From an optimization exercise on the open Yosys and OpenROAD flow, aimed at small area, a short achievable clock period and few clock cycles per item; shortcuts taken in it are not production practice. The RTL was checked by simulation tests, not by an equivalence proof against the original design.

==> flow/design.v, too long to show whole: its modules and the start of the top module <==
// module hme_fsearch: 883 lines
module hme_fsearch (
    input  wire         clk,
    input  wire         rst,
    input  wire         start,
    input  wire [4:0]   grid_rows_m1,    
    input  wire [4:0]   grid_cols_m1,    
    output reg          busy,
    output reg          done,
    output wire         ref_req,
    output wire [8:0]   ref_y,
    output wire [8:0]   ref_x,
    input  wire [127:0] ref_row,
    output wire         tgt_req,
    output wire [8:0]   tgt_y,
    output wire [8:0]   tgt_x,
    input  wire [127:0] tgt_row,
    output reg          res_valid,
    output wire [4:0]   res_mb_row,
    output wire [4:0]   res_mb_col,
    output wire [4:0]   res_dy,
    output wire [4:0]   res_dx,
    output wire [15:0]  res_cost
);
  // ...
==> flow/run.sh <==
#!/bin/bash
# synth_recipe.tcl (not shown) runs the flow's synth.tcl, then flattens the netlist and writes it again
# the make line also repeats each setting of config.mk as NAME=value (left out here)
make -C /OpenROAD-flow-scripts/flow DESIGN_CONFIG=/design/flow/config.mk WORK_HOME=/design/flow/orfs CLKGATE_MAP_FILE= SYNTH_SCRIPT=/design/flow/synth_recipe.tcl finish
==> flow/config.mk <==
export PLATFORM = sky130hd
export DESIGN_NAME = hme_fsearch
export DESIGN_NICKNAME = hme_fsearch
export VERILOG_FILES = /design/flow/design.v
export SDC_FILE = /design/flow/constraint.sdc
export NUM_CORES = 4
export LEC_CHECK = 0
export CAP_MARGIN = 20
export CORE_MARGIN = 2
export CORE_UTILIZATION = 25
export PLACE_DENSITY = 0.5
export SLEW_MARGIN = 20
==> flow/constraint.sdc <==
create_clock -name core_clock -period 22.0 [get_ports {clk}]
set_input_delay 4.4000 -clock core_clock [delete_from_list [all_inputs] [get_ports {clk}]]
set_output_delay 4.4000 -clock core_clock [all_outputs]
set_load 0.01 [all_outputs]
==> metrics.cfg, run 1 <==
[status]
status=finished clean

[layout]
layout.nonclk_buf_frac=0.128
mostFrequentLayoutCell=inv_1
inv_count=386
final_cell_mix=385 x inv_1, 341 x clkdlybuf4s50_1, 258 x dfxtp_1, 245 x ha_1, 204 x xnor2_1
multi_input_area_share=0.506

[clocking]
cts_tree=built
clk_pin_slew_ps=60
ctsLongestPathBuffers=3
htreeDepth=2

[synthesis]
synth_area_leaders=dfxtp_1 25%, ha_1 15%, fa_1 13%
yosys-top-cells-count=386 x inv_1, 259 x dfxtp_1, 245 x ha_1
yosys.cell_count.top_type=inv_1
synth_flop_cell=dfxtp_1

[critical_path]
worstSetupEndpointType=flop
max_stage_delay_ps=850
cp.arrival_ps=8080
r2r-start=d_cs[52]$_DFF_P_
crit_fanout=31
critPathLaunch=d_cs[52]$_DFF_P_
critPathKind=flop to flop
ff2ff_path_depth=23
rr_endpoint=best_cost[14]$_SDFFE_PN1P_

[job]
maxCapViolations=0

[place]
io_buffers=341

[die]
die_w_um=295

[grt]
grt_pass1_wl_um=92700
antenna_found_initial=2
overflow=0

[route]
drtIter0Drc=549

[timing]
maxSlewViolCount=0

Testbench counts, summed over its fixed seeds: cycles 202,040, mbs 298.
==> run 2, diff against run 1 <==
--- a/flow/design.v
+++ b/flow/design.v
@@ -40,32 +40,38 @@
     wire signed [5:0] a_min = bot   ? 6'sd0 : -6'sd8;
     wire signed [5:0] a_max = top   ? 6'sd0 :  6'sd8;
     wire signed [5:0] b_min = right ? 6'sd0 : -6'sd8;
     wire signed [5:0] b_max = left  ? 6'sd0 :  6'sd8;
     wire signed [5:0] e_t = g_cy - g_d;
     wire signed [5:0] e_b = g_cy + g_d;
     wire signed [5:0] e_l = g_cx - g_d;
     wire signed [5:0] e_r = g_cx + g_d;
+    wire t_in  = (e_t >= a_min);
+    wire bt_in = (e_b <= a_max);
     wire l_in = (e_l >= b_min);
     wire r_in = (e_r <= b_max);
-    wire signed [5:0] a_lo = (e_t >= a_min) ? e_t : a_min;
-    wire signed [5:0] a_hi = (e_b <= a_max) ? e_b : a_max;
+    wire signed [5:0] a_lo = t_in  ? e_t : a_min;
+    wire signed [5:0] a_hi = bt_in ? e_b : a_max;
     wire signed [5:0] b_lo = l_in ? e_l : b_min;
     wire signed [5:0] b_hi = r_in ? e_r : b_max;
     wire ring_all = (e_t <= a_min) && (e_b >= a_max) && (e_l <= b_min) && (e_r >= b_max);
     wire ring_end = g_ph ? ring_all : (g_rad == 4'd1);
     wire g_full = (g_a == e_t) || (g_a == e_b);
     wire in_win = (g_a >= a_min) && (g_a <= a_max) && (g_b >= b_min) && (g_b <= b_max);
     wire coarse = (g_a == -5'sd4 || g_a == 5'sd0 || g_a == 5'sd4) &&
                   (g_b == -5'sd4 || g_b == 5'sd0 || g_b == 5'sd4);
     wire g_ok   = !g_done && !g_wait && !g_new && in_win && !(g_ph && coarse);
-    wire signed [5:0] a_nx   = g_new ? a_lo : g_a + g_st;
-    wire              full_nx = (a_nx == e_t) || (a_nx == e_b);
-    wire signed [5:0] b_nx   = full_nx ? b_lo : (l_in ? e_l : e_r);
+    wire              s_out   = !l_in && !r_in;
+    wire signed [5:0] a_inc   = g_a + g_st;
+    wire signed [5:0] a_nx    = g_new ? ((s_out && !t_in) ? e_b : a_lo)
+                                      : (s_out ? e_b : a_inc);
+    wire              more    = s_out ? (g_a == e_t[4:0] && bt_in) : (g_a != a_hi[4:0]);
+    wire              full_nx = g_new ? (t_in || s_out) : (s_out || a_inc == e_b);
+    wire signed [5:0] b_nx    = full_nx ? b_lo : (l_in ? e_l : e_r);
     reg               r_v, x_v, d_v;
     reg signed [4:0]  r_dy, x_dy, d_dy;
     reg signed [4:0]  r_dx, x_dx, d_dx;
     reg        [3:0]  r_row, x_row, d_row;
     reg        [15:0] r_acc, x_acc, d_acc;
     reg        [108-1:0] d_cs;
     wire [8:0] ty = {mb_r, 4'd0};
     wire [8:0] tx = {mb_c, 4'd0};
@@ -803,17 +809,17 @@
                 g_rad  <= 4'd1;
                 g_new  <= 1'b1;
             end
         end else if ((take || !g_ok) && !g_done) begin
             if (g_full && g_b != b_hi[4:0]) begin
                 g_b <= g_b + g_st;
             end else if (!g_full && g_b == e_l[4:0] && r_in) begin
                 g_b <= e_r[4:0];
-            end else if (g_a != a_hi[4:0]) begin
+            end else if (more) begin
                 g_a <= a_nx[4:0];
                 g_b <= b_nx[4:0];
             end else if (!ring_end) begin
                 g_rad <= g_rad + 4'd1;
                 g_new <= 1'b1;
             end else if (!g_ph) begin
                 g_wait <= 1'b1;
             end else begin
@@ -843,16 +849,18 @@
             g_new     <= 1'b0;
             g_rad     <= 4'd0;
             g_a       <= 5'sd0;
             g_b       <= 5'sd0;
             g_cy      <= 5'sd0;
             g_cx      <= 5'sd0;
             g_done    <= 1'b0;
             best_cost <= 16'hffff;
+            best_dy   <= 5'sd0;
+            best_dx   <= 5'sd0;
         end
         if (start && !busy) begin
             gr_m1     <= grid_rows_m1;
             gc_m1     <= grid_cols_m1;
             mb_r      <= 5'd0;
             mb_c      <= 5'd0;
             busy      <= 1'b1;
             run       <= 1'b1;
@@ -861,16 +869,18 @@
             g_new     <= 1'b0;
             g_rad     <= 4'd0;
             g_a       <= 5'sd0;
             g_b       <= 5'sd0;
             g_cy      <= 5'sd0;
             g_cx      <= 5'sd0;
             g_done    <= 1'b0;
             best_cost <= 16'hffff;
+            best_dy   <= 5'sd0;
+            best_dx   <= 5'sd0;
         end
         if (rst) begin
             busy      <= 1'b0;
             done      <= 1'b0;
             res_valid <= 1'b0;
             run       <= 1'b0;
             g_done    <= 1'b1;
             g_wait    <= 1'b0;
==> flow/flow/run.sh (new file) <==
#!/bin/bash
# The standard layout, with the smallest buffer (buf_1) on the ports
# instead of the one buffer_ports picks by default.
set -euo pipefail
cd "$(dirname "$0")/.."
export BUFFER_PORTS_ARGS="-buffer_cell sky130_fd_sc_hd__buf_1"
export SETUP_SLACK_MARGIN=14.6
bash standard.sh > standard.log 2>&1
==> flow/standard.sh (new file) <==
#!/bin/bash
# synth_recipe.tcl (not shown) runs the flow's synth.tcl, then flattens the netlist and writes it again
# the make line also repeats each setting of config.mk as NAME=value (left out here)
make -C /OpenROAD-flow-scripts/flow DESIGN_CONFIG=/design/flow/config.mk WORK_HOME=/design/flow/orfs CLKGATE_MAP_FILE= SYNTH_SCRIPT=/design/flow/synth_recipe.tcl "${@:-finish}"
==> flow/config.mk (replaced) <==
export PLATFORM = sky130hd
export DESIGN_NAME = hme_fsearch
export DESIGN_NICKNAME = hme_fsearch
export VERILOG_FILES = /design/flow/design.v
export SDC_FILE = /design/flow/constraint.sdc
export NUM_CORES = 4
export LEC_CHECK = 0
export CAP_MARGIN = 20
export CORE_MARGIN = 2
export CORE_UTILIZATION = 25
export CTS_CLUSTER_DIAMETER = 80
export CTS_CLUSTER_SIZE = 30
export PLACE_DENSITY = 0.5
export SLEW_MARGIN = 20
removed: flow/run.sh
==> metrics.cfg, run 2 <==
[critical_path]
crit_top_cell=a21o_1  ; was fa_1
crit_fanout=2  ; was 31
critPathLaunch=r_dy[0]$_DFF_P_  ; was d_cs[52]$_DFF_P_
r2r-start=d_cs[52]$_DFF_P_  ; unchanged
r2r_slack_ps=15050  ; was 14320 ps
path_delay_family=compound AO/OA/AOI/OAI gates  ; was adder cells
max_stage_delay_ps=370  ; was 850 ps
path_cells=ha_1 > fa_1 > nor2b_1 > o21ai_0 > nand2b_1 > a21o_1 > a21o_1 > a21o_1 > a21oi_1 > xnor2_1 > buf_1  ; was inv_1 > fa_1 > fa_1 > fa_1 > fa_1 > inv_1 > fa_1 > inv_1 > fa_1 > inv_1 > fa_1 > ha_1 > a21o_1 > a2111oi_0 > o211ai_1 > nand3_1 > o21ai_0 > xnor2_1 > nand2_1 > or2_2 > clkinv_1 > nor3_1 > a31oi_1
cp.required_ps=17600  ; was 22400 ps
crit_buf_inv=1  ; was 5
cp.arrival_ps=2720  ; was 8080 ps
start_kind=flop  ; unchanged
worstSetupEndpointType=output port  ; was flop
critPathKind=flop to output port  ; was flop to flop
critPathSlowestCell=dfxtp_1  ; was clkinv_1

[layout]
largest-register=d_cs  ; unchanged
drive_gt1_frac=0.0452  ; was 0.0446
largest_reg_flops=108  ; unchanged
mostFrequentLayoutCell=inv_1  ; unchanged
final_area_um2=24700  ; was 27000 µm²
layout.cells.non_filler=3723  ; was 3734
area_growth_pct=16.0  ; was 27.9%
antenna_cells=0  ; unchanged
layout.nets=3228  ; was 3229
final_cell_mix=379 x inv_1, 341 x buf_1, 268 x dfxtp_1, 246 x ha_1, 200 x xnor2_1  ; was 385 x inv_1, 341 x clkdlybuf4s50_1, 258 x dfxtp_1, 245 x ha_1, 204 x xnor2_1

[synthesis]
async_reset_ff_frac=0  ; unchanged
synth_flop_cell=dfxtp_1  ; unchanged
yosys_warnings=1  ; unchanged
yosys-top-cells-count=379 x inv_1, 269 x dfxtp_1, 246 x ha_1  ; was 386 x inv_1, 259 x dfxtp_1, 245 x ha_1
synth_top_area_cell=dfxtp_1  ; unchanged
postSynthAreaPerCell_um2=9.46  ; was 9.48 µm²
synth_edf_count=10  ; was 20
synth_area_leaders=dfxtp_1 25%, ha_1 14%, fa_1 13%  ; was dfxtp_1 25%, ha_1 15%, fa_1 13%
ys_ff_latch=279  ; unchanged
yosysUniqueCellTypes=92  ; was 91
syn_area_um2=21300  ; was 21100 µm²
yosys.cell_count.top_type=inv_1  ; unchanged
synthCells=2247  ; was 2230
synth_top_area_frac=0.253  ; was 0.245
synth_seq_area_share=0.267  ; was 0.274

[timing]
hold_viol_final=0  ; unchanged
rsz0062_at_grt=no  ; unchanged
min_period_over_period=0.323  ; was 0.349
finalClockSkew_ps=24.5  ; was 29.2 ps
worst_pin_slew_ps=1090  ; was 1050 ps
finalCriticalPeriod_ps=7120  ; was 7680 ps
timing.setup.tns_ps=0  ; unchanged
maxSlewViolCount=0  ; unchanged
setup_viol=0  ; unchanged
max_freq_mhz=141  ; was 130 MHz
relSlewSlack=0.272  ; was 0.297

[die]
die_area_um2=87400  ; was 86900 µm²
dieHeight_um=296  ; was 295 µm
ios=346  ; unchanged
core_area_um2=84000  ; was 83700 µm²
rows=106  ; unchanged
start_util=0.253  ; about the same
die_w_um=296  ; was 295 µm

[hold_path]
min_from=x_acc[0]$_DFF_P_  ; was r_acc[3]$_SDFF_PP0_
worst_hold_path_type=flop to flop  ; unchanged

[grt]
grt_pass1_vias=15600  ; was 16000
grt_pass1_wl_um=90200  ; was 92700 µm
grt_max_degree=44  ; was 32
overflow=0  ; unchanged
antenna_found_initial=1  ; was 2
grtUsageTotal=0.134  ; was 0.141

[clocking]
clk_pin_slew_ps=80  ; was 60 ps
worstSkewPairLatency_ps=580  ; was 550 ps
htreeDepth=1  ; was 2
clock_sinks=279  ; unchanged
ctsLongestPathBuffers=3  ; unchanged
cts_tree=built  ; unchanged
cts_made_buffers=23  ; was 35
cts_root_buf=clkbuf_16  ; unchanged

[route]
detail-route-antenna-nets=0  ; unchanged
drc=0  ; unchanged
drtPass1Iterations=5  ; unchanged
wl_um=59000  ; was 60700 µm
vias_per_cell=4.14  ; was 4.15
routedWlPerCell_um=15.8  ; was 16.3 µm
drtIter0Drc=544  ; was 549
via_count=15400  ; was 15500

[place]
hpwlAfterDp_um=50800  ; was 52200 µm
io_buffers=341  ; unchanged
dp_cells=3681  ; was 3671
placed_area_um2=23800  ; was 25800 µm²
place_congestion=0.857  ; was 0.881

[status]
status=finished clean  ; unchanged

[job]
maxCapViolations=0  ; unchanged

==> run 2: cell types whose count changed after synthesis, sizes merged, moves of 10 or more <==
cell	previous run	this run
dfxtp	259	269
edfxtp	20	10
mux2i	20	32
nand2b	73	63
nor2	122	147
==> run 2: worst reg2reg max path, stage by stage, from the launching register on <==
cell       delay (ps)
dfxtp_1           320
inv_1              50
fa_1              600
fa_1              450
fa_1              490
fa_1              450
fa_1              540
inv_1              50
fa_1              580
fa_1              450
ha_1              340
a211o_1           300
a21oi_1           230
o221ai_1          140
a32oi_1           160
o21ai_0           230
a2111oi_4         640
o211ai_4          240
a21oi_1           190
nor2_1             60
a2111oi_2         330
==> run 2: timing repair <==
| action | in CTS | in global routing |
|---|---|---|
| buffers inserted | 0 | 0 |
| endpoints found under the setup margin | 0 | 26 |
| gates resized for setup | 0 | 3 |
| hold buffers | 0 | 0 |
==> run 2: logic make-up (layout without fill, tap and decap cells) <==
family,Yosys count,after routing,share of synthesized area
AND/OR/NAND/NOR,449,449,0.109
buffers and inverters,432,771,0.0800
adder cells (fa/ha/maj),387,387,0.278
AO/OA/AOI/OAI,339,339,0.111
XOR/XNOR,311,311,0.130
flip-flops,279,279,0.267
multiplexers,49,49,0.0241
other,1,4,0.000176
==> run 2: routing by layer <==
layer / GRT usage / up-vias / wire, µm / part of all wire
li1: - / 7953 / - / -
met1: 0.166 / 7133 / 25800 / 0.44
met2: 0.241 / 288 / 29300 / 0.50
met3: 0.0274 / 43 / 2930 / 0.050
met4: 0.0260 / 2 / 1010 / 0.017
met5: 0 / - / 13 / 0.00022
==> run 2: final cells by class <==
type / instances / area [µm²]
inverters: 379 / 1420
clock buffers: 24 / 601
fillers: 8946 / 59300
repair buffers: 350 / 1350
clock inverters: 18 / 284
multi-input cells: 1539 / 13900
well taps: 1134 / 1420
flip-flops and latches: 279 / 5690
==> run 2: metrics by stage <==
step / hold WS (ps) / setup WS [ps] / utilization
floorplan: 310 / 14840 / -
global placement: 310 / 14360 / 0.283
detailed placement: 312 / 14310 / 0.283
CTS: 331 / 14740 / 0.294
global route: 335 / 14630 / 0.294
finish: 328 / 14880 / 0.294
==> run 2: worst paths after layout <==
kind | endpoint | cells past startpoint
setup reg to reg | g_rad[0]$_SDFFE_PN0P_ | 20
hold reg to reg | d_acc[0]$_DFF_P_ | 0
setup / recovery | ref_y[8] | 11
hold / removal | d_acc[0]$_DFF_P_ | 0
Testbench counts of run 2, summed over its fixed seeds: cycles 198,758, mbs 298.
==> run 3, diff against run 2 <==
--- a/flow/flow/run.sh
+++ b/flow/flow/run.sh
@@ -5,4 +5,4 @@
 cd "$(dirname "$0")/.."
 export BUFFER_PORTS_ARGS="-buffer_cell sky130_fd_sc_hd__buf_1"
-export SETUP_SLACK_MARGIN=14.6
+export SETUP_SLACK_MARGIN=15.2
 bash standard.sh > standard.log 2>&1
==> metrics.cfg, run 3 <==
[die]
start_util=0.253  ; unchanged
die_w_um=296  ; unchanged
ios=346  ; unchanged
die_area_um2=87400  ; unchanged
core_area_um2=84000  ; unchanged
rows=106  ; unchanged
dieHeight_um=296  ; unchanged

[critical_path]
worstSetupEndpointType=output port  ; unchanged
path_delay_family=compound AO/OA/AOI/OAI gates  ; unchanged
cp.arrival_ps=2460  ; was 2720 ps
cp.required_ps=17600  ; about the same
critPathKind=flop to output port  ; unchanged
max_stage_delay_ps=380  ; was 370 ps
critPathSlowestCell=dfxtp_4  ; was dfxtp_1
crit_fanout=2  ; unchanged
path_cells=ha_4 > fa_2 > nor2b_1 > o21ai_1 > nand2b_1 > a21o_1 > a21o_1 > a21o_1 > a21oi_2 > xnor2_1 > buf_2  ; was ha_1 > fa_1 > nor2b_1 > o21ai_0 > nand2b_1 > a21o_1 > a21o_1 > a21o_1 > a21oi_1 > xnor2_1 > buf_1
crit_top_cell=a21o_1  ; unchanged
critPathCapture=ref_y[8]  ; unchanged
crit_buf_inv=1  ; unchanged
ff2ff_path_depth=21  ; was 20
start_kind=flop  ; unchanged
critPathLaunch=r_dy[0]$_DFF_P_  ; unchanged
cp_num_cells=11  ; unchanged
r2r_slack_ps=15480  ; was 15050 ps
rr_endpoint=g_rad[3]$_SDFFE_PN0P_  ; was g_rad[0]$_SDFFE_PN0P_
r2r-start=d_cs[67]$_DFF_P_  ; was d_cs[52]$_DFF_P_

[timing]
finalClockSkew_ps=43.7  ; was 24.5 ps
finalCriticalPeriod_ps=6860  ; was 7120 ps
setup_viol=0  ; unchanged
maxSlewViolCount=0  ; unchanged
min_period_over_period=0.312  ; was 0.323
max_freq_mhz=146  ; was 141 MHz
rsz0062_at_grt=yes  ; was no
hold_viol_final=0  ; unchanged
relSlewSlack=0.279  ; was 0.272
timing.setup.tns_ps=0  ; unchanged
worst_pin_slew_ps=1080  ; was 1090 ps

[clocking]
cts_tree=built  ; unchanged
htreeDepth=1  ; unchanged
clk_pin_slew_ps=90  ; was 80 ps
cts_root_buf=clkbuf_16  ; unchanged
ctsLongestPathBuffers=3  ; unchanged
worstSkewPairLatency_ps=590  ; was 580 ps
clock_sinks=279  ; unchanged
cts_made_buffers=25  ; was 23

[hold_path]
hold_depth=0  ; unchanged
worst_hold_path_type=flop to flop  ; unchanged

[route]
detail-route-antenna-nets=0  ; unchanged
wl_um=59900  ; was 59000 µm
via_count=15800  ; was 15400
drtIter0Drc=530  ; was 544
drtPass1Iterations=5  ; unchanged
routedWlPerCell_um=15.9  ; was 15.8 µm
vias_per_cell=4.19  ; was 4.14
drc=0  ; unchanged

[synthesis]
synth-simple-area-share=0.109  ; unchanged
yosys-top-cells-count=379 x inv_1, 269 x dfxtp_1, 246 x ha_1  ; unchanged
synth_fa_ha_area_frac=0.278  ; unchanged
synth_edf_count=10  ; unchanged
yosys-mux-area-fraction=0.0241  ; unchanged
synth_top_area_cell=dfxtp_1  ; unchanged
syn_area_um2=21300  ; unchanged
postSynthAreaPerCell_um2=9.46  ; unchanged
yosys.cell_count.top_type=inv_1  ; unchanged
synth_top_area_frac=0.253  ; unchanged
synth_top_family_by_area=adder cells  ; unchanged
yosys.area_share.xor_xnor=0.130  ; unchanged
yosys_warnings=1  ; unchanged
synth_compound_area_frac=0.111  ; unchanged
async_reset_ff_frac=0  ; unchanged
yosysUniqueCellTypes=92  ; unchanged
synthCells=2247  ; unchanged
synth_area_leaders=dfxtp_1 25%, ha_1 14%, fa_1 13%  ; unchanged
synth_flop_cell=dfxtp_1  ; unchanged
ys_ff_latch=279  ; unchanged
synth_seq_area_share=0.267  ; unchanged

[place]
dp_cells=3677  ; was 3681
place_congestion=0.868  ; was 0.857
io_buffers=341  ; unchanged
hpwlAfterDp_um=51000  ; was 50800 µm

[grt]
grt_pass1_wl_um=91700  ; was 90200 µm
grt_max_degree=42  ; was 44
grtUsageTotal=0.137  ; was 0.134
grt_pass1_vias=16100  ; was 15600
antenna_found_initial=0  ; was 1
overflow=0  ; unchanged

[status]
status=finished clean  ; unchanged

[layout]
layout.nets=3265  ; was 3228
layout.cells.non_filler=3762  ; was 3723
largest-register=d_cs  ; unchanged
fill_cells=8976  ; was 8946
drive_gt1_frac=0.0860  ; was 0.0452
mostFrequentLayoutCell=inv_1  ; unchanged
largest_reg_flops=108  ; unchanged
final_cell_mix=374 x inv_1, 333 x buf_1, 260 x dfxtp_1, 236 x ha_1, 199 x xnor2_1  ; was 379 x inv_1, 341 x buf_1, 268 x dfxtp_1, 246 x ha_1, 200 x xnor2_1
antenna_cells=0  ; unchanged
area_growth_pct=19.5  ; was 16.0%

[job]
maxCapViolations=0  ; unchanged

-- run 3: cell counts after synthesis --
Identical to the previous run, type by type.
-- run 3: repair_timing --
action / 4_1_cts / 5_1_grt
setup endpoints to repair: 80 / 83
setup buffers: 15 / 23
hold buffers: 0 / 0
pin swaps: 16 / 18
resized for setup: 36 / 31
cloned: 1 / 0
endpoints found under the hold margin: 0 / 0
-- run 3: how the worst min path moves through the flow --
| stage | from | end | slack (ps) |
|---|---|---|---|
| after CTS | x_acc[10]$_DFF_P_ | d_acc[10]$_DFF_P_ | 310 |
| after global routing | x_acc[10]$_DFF_P_ | d_acc[10]$_DFF_P_ | 310 |
| after global placement | x_dx[1]$_DFF_P_ | d_dx[1]$_DFF_P_ | 310 |
| after detailed placement | x_acc[7]$_DFF_P_ | d_acc[7]$_DFF_P_ | 310 |
| final | x_acc[10]$_DFF_P_ | d_acc[10]$_DFF_P_ | 320 |
| after floorplan | x_acc[0]$_DFF_P_ | d_acc[0]$_DFF_P_ | 310 |
-- run 3: kinds of logic (layout without fill, tap and decap cells) --
logic type / after synthesis / count (layout)
xor+xnor: 311 / 311
other cells: 1 / 4
buf+inv: 432 / 809
mux: 49 / 49
fa+ha+maj: 387 / 387
flops: 279 / 279
simple gates: 449 / 450
compound gates: 339 / 339
-- run 3: area by class of cell --
type	count	area (µm²)	area share
timing repair buffer	384	1630	0.0641
clock inverter	21	280	0.0110
inverter	379	1440	0.0568
tap	1134	1420	0.0558
sequential	279	5700	0.224
multi-input combinational	1540	14300	0.563
clock buffer	25	626	0.0246
-- run 3: worst register-to-register path, stage by stage (launching register included) --
cell and delay, ps:
dfxtp_1 310, inv_1 50, fa_1 590, fa_1 450, fa_1 540, fa_1 440, fa_1 490, inv_1 50
fa_2 550, fa_1 420, ha_1 320, a211o_1 320, a21oi_2 180, o221ai_1 130, a32oi_1 230, o21ai_2 130
a2111oi_4 320, buf_6 180, o211ai_4 140, a211oi_1 300, xnor2_1 170, nor3_2 50
-- run 3: routing by layer --
metal  track usage  up-vias  share of wire
li1              -     8022              -
met1         0.166     7436           0.43
met2         0.253      263           0.51
met3        0.0235       51          0.040
met4        0.0241        0          0.018
met5             0        -              0
-- run 3: metrics by stage --
| stage | cell area [µm²] | hold slack [ps] | setup WS [ps] | util |
|---|---|---|---|---|
| 2_1_floorplan | 21500 | 310 | 15110 | - |
| 3_3_place_gp | 23900 | 310 | 14380 | 0.285 |
| 3_5_place_dp | 23900 | 312 | 14300 | 0.285 |
| 4_1_cts | 25100 | 314 | 15100 | 0.299 |
| 5_1_grt | 25400 | 307 | 14990 | 0.303 |
| 6_report | 25400 | 319 | 15140 | 0.303 |
==> run 4, diff against run 3 <==
--- a/flow/flow/run.sh
+++ b/flow/flow/run.sh
@@ -5,4 +5,3 @@
 cd "$(dirname "$0")/.."
 export BUFFER_PORTS_ARGS="-buffer_cell sky130_fd_sc_hd__buf_1"
-export SETUP_SLACK_MARGIN=15.2
 bash standard.sh > standard.log 2>&1
==> metrics.cfg, run 4 <==
[status]
status=finished clean  ; unchanged

[route]
drc=0  ; unchanged
drtPass1Iterations=5  ; unchanged
wl_um=59000  ; was 59900 µm
detail-route-antenna-nets=0  ; unchanged
via_count=15400  ; was 15800
routedWlPerCell_um=15.9  ; about the same
vias_per_cell=4.15  ; was 4.19
drtIter0Drc=522  ; was 530

[clocking]
cts_root_buf=clkbuf_16  ; unchanged
cts-hold-fix-buffers=0  ; unchanged
clk_pin_slew_ps=90  ; about the same
htreeDepth=1  ; unchanged
cts_tree=built  ; unchanged
ctsLongestPathBuffers=3  ; unchanged
post-cts-setup-buffers=0  ; was 15
ctsResizeCount=0  ; was 36
cts_made_buffers=23  ; was 25
clock_sinks=279  ; unchanged
worstSkewPairLatency_ps=580  ; was 590 ps

[synthesis]
yosys.cell_count.top_type=inv_1  ; unchanged
yosys-mux-area-fraction=0.0241  ; unchanged
synth_top_family_by_area=adder cells  ; unchanged
synth_compound_area_frac=0.111  ; unchanged
postSynthAreaPerCell_um2=9.46  ; unchanged
synth_fa_ha_area_frac=0.278  ; unchanged
synth_edf_count=10  ; unchanged
synth_top_area_frac=0.253  ; unchanged
syn_area_um2=21300  ; unchanged
yosys-top-cells-count=379 x inv_1, 269 x dfxtp_1, 246 x ha_1  ; unchanged
synth_flop_cell=dfxtp_1  ; unchanged
synth-simple-area-share=0.109  ; unchanged
synthCells=2247  ; unchanged
async_reset_ff_frac=0  ; unchanged
synth_seq_area_share=0.267  ; unchanged
yosysUniqueCellTypes=92  ; unchanged
synth_top_area_cell=dfxtp_1  ; unchanged
yosys.area_share.xor_xnor=0.130  ; unchanged
ys_ff_latch=279  ; unchanged
yosys_warnings=1  ; unchanged
synth_area_leaders=dfxtp_1 25%, ha_1 14%, fa_1 13%  ; unchanged

[timing]
maxSlewViolCount=0  ; unchanged
min_period_over_period=0.326  ; was 0.312
rsz0062_at_grt=no  ; was yes
finalClockSkew_ps=25.5  ; was 43.7 ps
relSlewSlack=0.302  ; was 0.279
setup_viol=0  ; unchanged
setup_slack_ps=14840  ; was 15140 ps
hold_viol_final=0  ; unchanged
worst_pin_slew_ps=1040  ; was 1080 ps
max_freq_mhz=140  ; was 146 MHz
finalCriticalPeriod_ps=7160  ; was 6860 ps
timing.setup.tns_ps=0  ; unchanged

[layout]
seq_area_um2=5690  ; was 5700 µm²
multi_input_area_um2=13900  ; was 14300 µm²
drive_gt1_frac=0.0448  ; was 0.0860
area_growth_pct=16.0  ; was 19.5%
final_cell_mix=379 x inv_1, 341 x buf_1, 269 x dfxtp_1, 246 x ha_1, 200 x xnor2_1  ; was 374 x inv_1, 333 x buf_1, 260 x dfxtp_1, 236 x ha_1, 199 x xnor2_1
mostFrequentLayoutCell=inv_1  ; unchanged
layout.nets=3228  ; was 3265
largest-register=d_cs  ; unchanged
antenna_cells=0  ; unchanged
largest_reg_flops=108  ; unchanged
layout.cells.non_filler=3723  ; was 3762
fill_cells=8946  ; was 8976

[place]
hpwlAfterDp_um=50800  ; was 51000 µm
io_buffers=341  ; unchanged
dp_cells=3681  ; was 3677
post-place-ws_ps=14310  ; was 14300 ps
place_congestion=0.857  ; was 0.868

[critical_path]
cp.required_ps=17600  ; about the same
worstSetupEndpointType=output port  ; unchanged
path_delay_family=compound AO/OA/AOI/OAI gates  ; unchanged
critPathKind=flop to output port  ; unchanged
crit_buf_inv=2  ; was 1
crit_top_cell=a21o_1  ; unchanged
critPathSlowestCell=dfxtp_1  ; was dfxtp_4
cp.arrival_ps=2760  ; was 2460 ps
path_cells=inv_1 > ha_1 > nor2b_1 > o21ai_0 > nand2b_1 > a21o_1 > a21o_1 > a21o_1 > a21oi_1 > xnor2_1 > buf_1  ; was ha_4 > fa_2 > nor2b_1 > o21ai_1 > nand2b_1 > a21o_1 > a21o_1 > a21o_1 > a21oi_2 > xnor2_1 > buf_2
start_kind=flop  ; unchanged
crit_fanout=3  ; was 2
max_stage_delay_ps=420  ; was 380 ps

[die]
ios=346  ; unchanged
die_w_um=296  ; unchanged
die_area_um2=87400  ; unchanged
dieHeight_um=296  ; unchanged
core_area_um2=84000  ; unchanged
start_util=0.253  ; unchanged
rows=106  ; unchanged

[grt]
grt_pass1_wl_um=90200  ; was 91700 µm
grtUsageTotal=0.134  ; was 0.137
antenna_found_initial=1  ; was 0
grt_pass1_vias=15600  ; was 16100
overflow=0  ; unchanged
grt_max_degree=44  ; was 42

[hold_path]
worst_hold_path_type=flop to flop  ; unchanged

[job]
maxCapViolations=0  ; unchanged

run 4: cell counts after synthesis:
Identical to the previous run, type by type.
run 4: cell families after synthesis:
family / Yosys count
DFF: 279
adders and majority gates: 387
and+or+nand+nor: 449
muxes: 49
other: 1
buffers and inverters: 432
xor gates and xnor gates: 311
AOI/OAI and AO/OA: 339
run 4: routing by layer:
layer  GRT usage  share of wire  routed length, µm
met1       0.166           0.44              25700
met3      0.0274          0.051               3020
met2       0.241           0.49              29200
met5           0        0.00022                 13
met4      0.0260          0.018               1090
run 4: final timing paths:
kind / start / to / slack (ps) / depth (start not counted)
worst max-delay path: r_dy[1]$_DFF_P_ / ref_y[7] / 14840 / 11
worst min-delay path: x_acc[4]$_DFF_P_ / d_acc[4]$_DFF_P_ / 330 / 0
worst max register to register: d_cs[52]$_DFF_P_ / best_dy[3]$_SDFFE_PN0P_ / 14910 / 19
worst min register to register: x_acc[4]$_DFF_P_ / d_acc[4]$_DFF_P_ / 330 / 0
run 4: through the flow:
stage          utilization  area, µm²  hold slack (ps)
2_1_floorplan            -      21300              310
3_3_place_gp         0.283      23800              310
3_5_place_dp         0.283      23800              312
4_1_cts              0.294      24600              331
5_1_grt              0.294      24600              335
6_report             0.294      24600              329
run 4: layout make-up:
class / instances / share of cell area
Inverter: 379 / 0.0577
Multi-Input combinational cell: 1539 / 0.563
Tap cell: 1134 / 0.0576
Timing Repair Buffer: 350 / 0.0547
Sequential cell: 279 / 0.231
Clock inverter: 18 / 0.0115
Clock buffer: 24 / 0.0244

[port drivers added, routing unchanged]
The flow's constraints put no driver on any port. The routed layouts listed below were extracted and timed again, unchanged, in two steps. Step 1, drivers: a clkbuf_16 drives clk and a buf_2 each remaining input, both assumed. Step 2 adds t to the input delays and takes it off the output delays; t is the mean of the earliest and latest rising clock arrival at the registers after step 1. Input paths then give back, and output paths get back, about the clock's delay inside the block. a / b / c = ideal / step 1 / step 2; a / b = the first two.
run	t, ns	setup slack, ns	latest minus earliest clock arrival (ns)	slew at the worst register clock pin (ns)	worst slew at a driven data input, ns
run 1	0.601	14.320 / 14.320 / 13.894	0.029 / 0.030	0.06 / 0.06	0.06
run 2	0.627	14.885 / 14.825 / 14.331	0.024 / 0.024	0.10 / 0.10	0.13
run 3	0.628	15.144 / 15.082 / 14.760	0.044 / 0.044	0.10 / 0.10	0.10
run 4	0.627	14.836 / 14.776 / 14.332	0.026 / 0.025	0.10 / 0.10	0.13
After both steps setup and hold are still met in every run listed. The setup slack of run 2, which loses most, moves by -0.060 ns with the drivers and by -0.554 ns with both steps.
